This is an optimization exercise on Yosys and OpenROAD, whose aim is small area, a short achievable clock period and few clock cycles, not a production implementation. Only simulation tests tie the RTL to the original design; equivalence was not proved. No activity file was given, so power comes from the tool's default toggle rates.

== the previous run ==
// mx_chunk_rx
module mx_chunk_rx (
    input  wire       clk,
    input  wire       rst,
    input  wire       in_valid,
    output reg        in_ready,
    input  wire [7:0] in_data,
    input  wire       in_last,
    output reg        st_valid,
    output reg  [1:0] st_res,
    output reg  [2:0] st_cause,
    output reg        st_disc,
    output wire [7:0] st_msg_len,
    output wire       st_msg_bin,
    output wire       st_acc,
    output wire [7:0] st_rlen,
    output wire [4:0] st_exp_sn,
    output wire       st_frame_bin,
    output wire       m_valid,
    input  wire       m_ready,
    output wire [7:0] m_data,
    output wire       m_last
);
For scale: about 3600 cells after synthesis, ~1600 flip-flops, ~55 I/O pins, about 48000 sq um of cells after synthesis.
Settings: LEC_CHECK=0, CAP_MARGIN=20, CORE_MARGIN=2, CORE_UTILIZATION=40, SLEW_MARGIN=20; clock period 10.0 ns.
standard.sh (not shown) runs the stock make flow with config.mk's settings and CLKGATE_MAP_FILE= SYNTH_SCRIPT=/design/flow/synth_recipe.tcl, a recipe that flattens the netlist after the stock synthesis.
==> flow/flow/run.sh <==
#!/bin/bash
export SETUP_SLACK_MARGIN=6.5
bash standard.sh > standard.log 2>&1
Testbench counts of the previous run, summed over its fixed seeds: cycles 30,639.
> inputs changed (the previous run -> the current run)
Settings: CTS_CLUSTER_DIAMETER: unset -> 60; CTS_CLUSTER_SIZE: unset -> 24.
[summary]
- Between the previous run and the current run, worst setup slack increased.
- Of the current run and the previous run, the lower signed area change from the synthesized netlist to the final layout belongs to the current run.
- Combinational power share sits higher in the current run than in the previous run.
- The current run vs. the previous run: maximum count of clock buffers along a single path saw little to no change; sequential portion of the cell area saw an increase.


mx_chunk_rx, a different RTL version from the one above (not shown whole).
Size in the first run: about 3600 cells after synthesis, roughly 1600 flip-flops, about 55 I/O pins, roughly 46000 sq um of cells after synthesis.
make LEC_CHECK=0 CAP_MARGIN=20 CORE_MARGIN=2 CORE_UTILIZATION=40 SLEW_MARGIN=20 finish   # period 10.0 ns
run.sh (not shown) runs the stock make flow with config.mk's settings and CLKGATE_MAP_FILE= SYNTH_SCRIPT=/design/flow/synth_recipe.tcl, a recipe that flattens the netlist after the stock synthesis.
Stock flow here: none of the scripts above is used.
Testbench counts at the start, summed over its fixed seeds: cycles 30,631.
==> next run, changes <==
Settings changed: SETUP_SLACK_MARGIN set to 5.
The new run completed with no timing, DRC or antenna violations.
Setup slack improved by 0.80 ns.
Final cell count hardly moves.
Core utilization went up by 0.11 points.
Total power barely changes.
Wire length barely changes.
Combinational power barely changes.
Critical path depth went up by 5.
Synthesized area stays the same.


mx_chunk_rx, a different RTL version from the one above (not shown whole).
Size in the first run: ~3,600 cells after synthesis, about 55 I/O pins, ~48,000 um2 of cells after synthesis.
export LEC_CHECK = 0
export CAP_MARGIN = 20
export CORE_MARGIN = 2
export CORE_UTILIZATION = 40
export CTS_CLUSTER_DIAMETER = 80
export CTS_CLUSTER_SIZE = 28
export SLEW_MARGIN = 20
create_clock -name core_clock -period 10.0 [get_ports {clk}]
standard.sh (not shown) runs the stock make flow with config.mk's settings and CLKGATE_MAP_FILE= SYNTH_SCRIPT=/design/flow/synth_recipe.tcl, a recipe that flattens the netlist after the stock synthesis.
==> flow/flow/run.sh <==
#!/bin/bash
export SETUP_SLACK_MARGIN=7
bash standard.sh > standard.log 2>&1
Testbench counts at the start, summed over its fixed seeds: cycles 30,639.
==> next run, changes <==
==> flow/flow/run.sh (replaced) <==
#!/bin/bash
export SETUP_SLACK_MARGIN=6.5
bash standard.sh > standard.log 2>&1
Settings changed: ABC_AREA set to 1.
The new run completed with no timing, DRC or antenna violations.
Die area increases slightly.
Routed wire length rises slightly.
Core utilization decreases by 1.5 points.
Fmax went up by a few percent.
Sequential share of layout area went up by 0.95 points.
==> next run, changes <==
Settings changed: ABC_AREA 1 to unset.
What happened:
- The changed run passed the timing, design-rule and antenna checks
- setup slack degrades by 0.065 ns
- power shrinks by 2.4%
- final area shrinks by 1.0%
- global-route usage shrinks by 0.31 points
- clock skew grows by 0.0087 ns
- sequential share of layout area grows by 0.65 points
- die area shrinks by 1.5%
- flip-flop and latch count stays the same
- register-to-register slack degrades by 0.07 ns
- core utilization grows by 0.25 points
- hold slack barely changes
==> next run, changes <==
--- a/flow/flow/run.sh
+++ b/flow/flow/run.sh
@@ -2,0 +3 @@
+export CTS_ARGS="-sink_clustering_enable -repair_clock_nets -sink_clustering_size 28 -sink_clustering_max_diameter 80 -dont_use_dummy_load"
Settings changed: ABC_AREA set to 1.
Outcome: The changed run completed with no timing, DRC or antenna violations. Die area rises by 1.5%. Global-route usage rises by 0.23 points. Core utilization falls by 0.70 points. Final cell count rises by 11%.
==> next run, changes <==
Settings changed: TNS_END_PERCENT set to 10.
=> Worst hold slack improved by 0.012 ns. Clock skew drops by 0.0099 ns. Non-clock buffer count is lower by 34. Total power shrinks slightly. Sequential power barely changes. Final cell count came out lower slightly. Combinational power falls by a few percent. Flip-flop and latch count stays the same. Die area is unchanged. Sequential share of layout area is higher by 0.48 points. Count of clock-buffer cells in the layout went down by 1.
==> next run, changes <==
Settings changed: TNS_END_PERCENT 10 to 40.
Outcome: Non-clock buffer count goes up by 5. Routed wire length shrinks by about 0.5%. Final cell count stays flat. Setup slack improves by 0.080 ns. Design area went up by about 0.33%. Register-to-register slack improves by 0.05 ns. Synthesized cell count stays the same. Clock-buffer cell count decreases by 1.


## v30
mx_chunk_rx with an RTL version that a note above also has.
Size: roughly 3600 cells after synthesis, roughly 1600 flip-flops, ~55 I/O pins.
export LEC_CHECK = 0
export CAP_MARGIN = 20
export CORE_MARGIN = 2
export CORE_UTILIZATION = 40
export SLEW_MARGIN = 20
create_clock -name core_clock -period 10.0 [get_ports {clk}]
==> flow/flow/run.sh <==
#!/bin/bash
export SETUP_SLACK_MARGIN=6
bash standard.sh > standard.log 2>&1
v30 finished end to end and its layout was clean on timing, DRC and antenna.
Testbench counts of v30, summed over its fixed seeds: cycles 30,639.
--- input diff v30..v8 ---
- setting CTS_CLUSTER_SIZE to 28 for the first time
- setting CTS_CLUSTER_DIAMETER to 80 for the first time
==> flow/flow/run.sh <==
#!/bin/bash
export SETUP_SLACK_MARGIN=6.5
bash standard.sh > standard.log 2>&1
==> notes.md <==
- v8: done, clean on timing, DRC and antenna
- | number of inserted filler cells in the final layout | lower: v30 |
- In the flow results for v8 and v30, the combined area of the multi-input logic cells is smaller on v30.
- From v8 to v30, TritonCTS sink count did not move at all.
- Clock buffer count from CTS shrinks by more than half when moving from v30 to v8.
- Re global-route usage: v8 and v30 aren't equal, and the lower value belongs to v8.
- Going from v30 to v8, flip-flop and latch count roughly the same; utilization dropped 2.0 points.
- Total power of v8 is lower than that of v30.
- v8 vs. v30: period utilization went down, H-tree level count went down 1, number of signal-net buffers in the layout rose by about 46%.

afterwards: timing with drivers on the ports:
No port has a modelled driver above. Below, the same layouts with a new extraction and two added sets of constraints. Step 1, drivers: a clkbuf_16 drives clk and a buf_2 each remaining input, both assumed. Step 2 times the ports against the registers' clock, not the clock port: input delays grow and output delays shrink by t, the midpoint of the rising clock arrivals with the driver on. Three values: ideal ports, drivers, drivers and shift; two values: the first two.
run | shift t [ns] | setup WS [ns] | slew at the worst register clock pin (ns)
the previous run | 0.792 | 6.156 / 6.156 / 5.809 | 0.07 / 0.07
the current run | 0.762 | 6.204 / 6.204 / 5.839 | 0.09 / 0.09
the first run of note 2 | 0.798 | 4.450 / 4.450 / 4.450 | 0.07 / 0.07
the second run of note 2 | 0.799 | 5.248 / 5.248 / 5.248 | 0.07 / 0.07
the first run of note 3 | 0.716 | 6.377 / 6.377 / 6.237 | 0.11 / 0.11
the second run of note 3 | 0.748 | 6.462 / 6.435 / 5.966 | 0.11 / 0.11
the third run of note 3 | 0.734 | 6.397 / 6.381 / 5.810 | 0.11 / 0.11
the fourth run of note 3 | 0.709 | 6.475 / 6.475 / 5.902 | 0.11 / 0.11
the fifth run of note 3 | 0.702 | 6.313 / 6.240 / 5.764 | 0.11 / 0.11
the sixth run of note 3 | 0.714 | 6.393 / 6.320 / 5.928 | 0.11 / 0.11
v30 | 0.804 | 6.042 / 6.013 / 5.280 | 0.07 / 0.07
v8 | 0.720 | 6.179 / 6.179 / 5.873 | 0.11 / 0.11
After both steps setup and hold are still met in every run listed. The setup slack of v30, which loses most, moves by -0.029 ns with the drivers and by -0.762 ns with both steps.
